From an optimization exercise on the open Yosys and OpenROAD flow, aimed at small area, a short achievable clock period and few clock cycles per item; shortcuts taken in it are not production practice.
Function was checked by simulation only, so behaviour that the tests miss may differ from the original.

run a:
// eq_biquad3
module eq_biquad3 (
    input  wire        clk,
    input  wire        rst,         
    input  wire        coef_we,
    input  wire [3:0]  coef_addr,
    input  wire [31:0] coef_wdata,
    input  wire        clear,
    input  wire        in_valid,
    output reg         in_ready,
    input  wire [31:0] in_data,
    output reg         out_valid,
    output reg  [31:0] out_data
);
Size: roughly 1400 flip-flops, about 110 I/O pins, roughly 80000 sq um of cells after synthesis.
make LEC_CHECK=0 CAP_MARGIN=50 CORE_MARGIN=2 CORE_UTILIZATION=62 PLACE_DENSITY=0.78 SLEW_MARGIN=60 finish   # period 22.0 ns
run.sh (not shown) runs the stock make flow with config.mk's settings and CLKGATE_MAP_FILE= SYNTH_SCRIPT=/design/flow/synth_recipe.tcl, a recipe that flattens the netlist after the stock synthesis.
Testbench counts of run a, summed over its fixed seeds: cycles 123,328, items 8,192.
### run a -> run b
- CORE_UTILIZATION: 62 -> 55
- PLACE_DENSITY: 0.78 -> 0.72
- SLEW_MARGIN: 60 -> 45
- CAP_MARGIN: 50 -> 35
[summary]
Per the comparison of run b with run a, global-route usage dropped 6.3 points, number of non-filler instances in the completed layout climbed 226, adder-cell share of the synthesized area barely changed.
Per the comparison of run b with run a, worst slack at placement went up by 0.42 ns, post-DP HPWL lower.

* * *

eq_biquad3 again, from the RTL that the note above started with.
Settings: LEC_CHECK=0, CAP_MARGIN=50, CORE_MARGIN=2, CORE_UTILIZATION=62, CTS_BUF_LIST=sky130_fd_sc_hd__clkbuf_8, PLACE_DENSITY=0.78, SLEW_MARGIN=60; clock period 22.0 ns.
Testbench counts at the start, summed over its fixed seeds: cycles 123,328, items 8,192.
==> next run, changes <==
- CORE_UTILIZATION: 62 -> 55
- CTS_BUF_LIST: sky130_fd_sc_hd__clkbuf_8 -> not set
- PLACE_DENSITY: 0.78 -> 0.72
After rerunning: Worst setup slack gains 0.43 ns; maximum frequency came out higher by 6.9%; via count came out lower by 2.7%; wire length came out lower by 5.0%; die area came out higher by 13%; synthesized cell count is unchanged.
==> next run, changes <==
- CTS_CLUSTER_DIAMETER: not set -> 50
- CTS_CLUSTER_SIZE: not set -> 16
What happened:
- final cell count stays flat
- synthesized area stays the same

* * *

red:
eq_biquad3, a different RTL version from the one above (not shown whole).
Size in the first run: ~7200 cells after synthesis, about 1300 flip-flops, roughly 79000 sq um of cells after synthesis.
make LEC_CHECK=0 CAP_MARGIN=20 CORE_MARGIN=2 CORE_UTILIZATION=40 PLACE_DENSITY=0.6 SLEW_MARGIN=20 finish   # period 22.0 ns
Testbench counts of red, summed over its fixed seeds: cycles 123,328, items 8,192.
Edits applied to the flow inputs when going from red to blue:
Settings: CAP_MARGIN changed from 20 to 70; PLACE_DENSITY changed from 0.6 to 0.78; CORE_UTILIZATION changed from 40 to 62; SLEW_MARGIN changed from 20 to 75.
Findings:
Diff red -> blue: cell count after placement decreased 847, hold slack decreased 30 ps, maximum single-stage delay on the critical path fell 400 ps, multi-input gate share of total cell area climbed 1.1 points. red → blue: cell area now larger, fraction of met1 tracks used by global routing shows an increase of 16 points. Relative to red, initial antenna violation count has increased by 6 in blue. Number of non-clock buffers, blue and red: higher on blue.

* * *

== old ==
eq_biquad3, a different RTL version from the one above (not shown whole).
Size in the first run: about 6900 cells after synthesis.
// eq_biquad3
module eq_biquad3 (
    input  wire        clk,
    input  wire        rst,         
    input  wire        coef_we,
    input  wire [3:0]  coef_addr,
    input  wire [31:0] coef_wdata,
    input  wire        clear,
    input  wire        in_valid,
    output wire        in_ready,
    input  wire [31:0] in_data,
    output reg         out_valid,
    output wire [31:0] out_data
);
clock: 22.0 ns
lec_check: 0
cap_margin: 20
core_margin: 2
core_utilization: 40
place_density: 0.6
slew_margin: 20
Testbench counts of old, summed over its fixed seeds: cycles 123,328, items 8,192.
> inputs changed (old -> new)
- CAP_MARGIN: 20 -> 50
- CORE_UTILIZATION: 40 -> 55
- SLEW_MARGIN: 20 -> 60
- PLACE_DENSITY: 0.6 -> 0.72
Findings:
- Comparing first-iteration DRC count for new and old, the smaller number came from old.
- Post-place setup slack: new vs old up 0.67 ns
- The final critical-path share of the clock period reported for new is smaller than that of old by 2.7 points.
- The run with more setup slack is new; old has less.
- Design area for new: about 0.36% down relative to old

* * *

Setup of birch:
eq_biquad3, a different RTL version from the one above (not shown whole).
Size in the first run: roughly 1300 flip-flops, ~110 I/O pins, roughly 0.081 mm² of cells after synthesis.
// eq_biquad3
module eq_biquad3 (
    input  wire        clk,
    input  wire        rst,         
    input  wire        coef_we,
    input  wire [3:0]  coef_addr,
    input  wire [31:0] coef_wdata,
    input  wire        clear,
    input  wire        in_valid,
    output reg         in_ready,
    input  wire [31:0] in_data,
    output reg         out_valid,
    output reg  [31:0] out_data
);
make LEC_CHECK=0 CAP_MARGIN=50 CORE_MARGIN=2 CORE_UTILIZATION=55 PLACE_DENSITY=0.72 SLEW_MARGIN=60 finish   # period 22.0 ns
Per the final summary, birch finished and its layout is clean on timing, DRC and antenna.
Testbench counts of birch, summed over its fixed seeds: cycles 123,328, items 8,192.
#### Input delta (pine over birch)
# birch
export LEC_CHECK = 0
export CAP_MARGIN = 50
export CORE_MARGIN = 2
export CORE_UTILIZATION = 55
export PLACE_DENSITY = 0.72
export SLEW_MARGIN = 60
create_clock -name core_clock -period 22.0 [get_ports {clk}]
# pine
export LEC_CHECK = 0
export CAP_MARGIN = 50
export CORE_MARGIN = 2
export CORE_UTILIZATION = 62
export CTS_BUF_LIST = sky130_fd_sc_hd__clkbuf_8
export PLACE_DENSITY = 0.78
export SLEW_MARGIN = 60
create_clock -name core_clock -period 22.0 [get_ports {clk}]
Notes after the runs:
pine: done, clean on timing, DRC and antenna
Relative to birch, ratio of routed vias to standard cells has increased by about 1.6% in pine.
As far as count of antenna-violating nets left after detailed routing goes, birch and pine are indistinguishable; the numbers are identical.
Between pine and birch, the worst slack at placement is lower for birch.
Critical path data arrival time delta (birch -> pine): insignificant

[port drivers added, routing unchanged]
No port has a modelled driver above. Below, the same layouts with a new extraction and two added sets of constraints. Step 1 (the two cells are an assumption about what drives the block):
set clk [get_ports {clk}]
set_driving_cell -lib_cell sky130_fd_sc_hd__clkbuf_16 $clk
set_driving_cell -lib_cell sky130_fd_sc_hd__buf_2 [delete_from_list [all_inputs] $clk]
Step 2 also shifts input and output timing later by t, the mid clock arrival at the registers, as if the neighbouring blocks saw the same clock. Three values: no drivers, after step 1, after step 2; two values: the first two.
run | shift t [ns] | setup WS [ns] | clock arrival spread, ns
run a | 0.863 | 15.566 / 15.487 / 15.270 | 0.054 / 0.053
run b | 0.868 | 15.755 / 15.677 / 15.747 | 0.072 / 0.072
the first run of note 2 | 1.039 | 15.366 / 15.287 / 15.261 | 0.071 / 0.072
the second run of note 2 | 0.869 | 15.792 / 15.705 / 15.762 | 0.081 / 0.081
the third run of note 2 | 0.859 | 15.780 / 15.697 / 15.795 | 0.069 / 0.069
red | 0.873 | 14.455 / 14.455 / 14.455 | 0.081 / 0.081
blue | 0.834 | 15.144 / 15.144 / 15.144 | 0.064 / 0.065
old | 0.862 | 14.171 / 14.171 / 14.171 | 0.054 / 0.054
new | 0.839 | 14.755 / 14.755 / 14.755 | 0.114 / 0.113
birch | 0.871 | 14.954 / 14.954 / 14.954 | 0.094 / 0.095
pine | 0.979 | 15.075 / 15.075 / 15.075 | 0.060 / 0.060
After both steps setup and hold are still met in every run listed. The setup slack of run a, which loses most, moves by -0.079 ns with the drivers and by -0.296 ns with both steps.
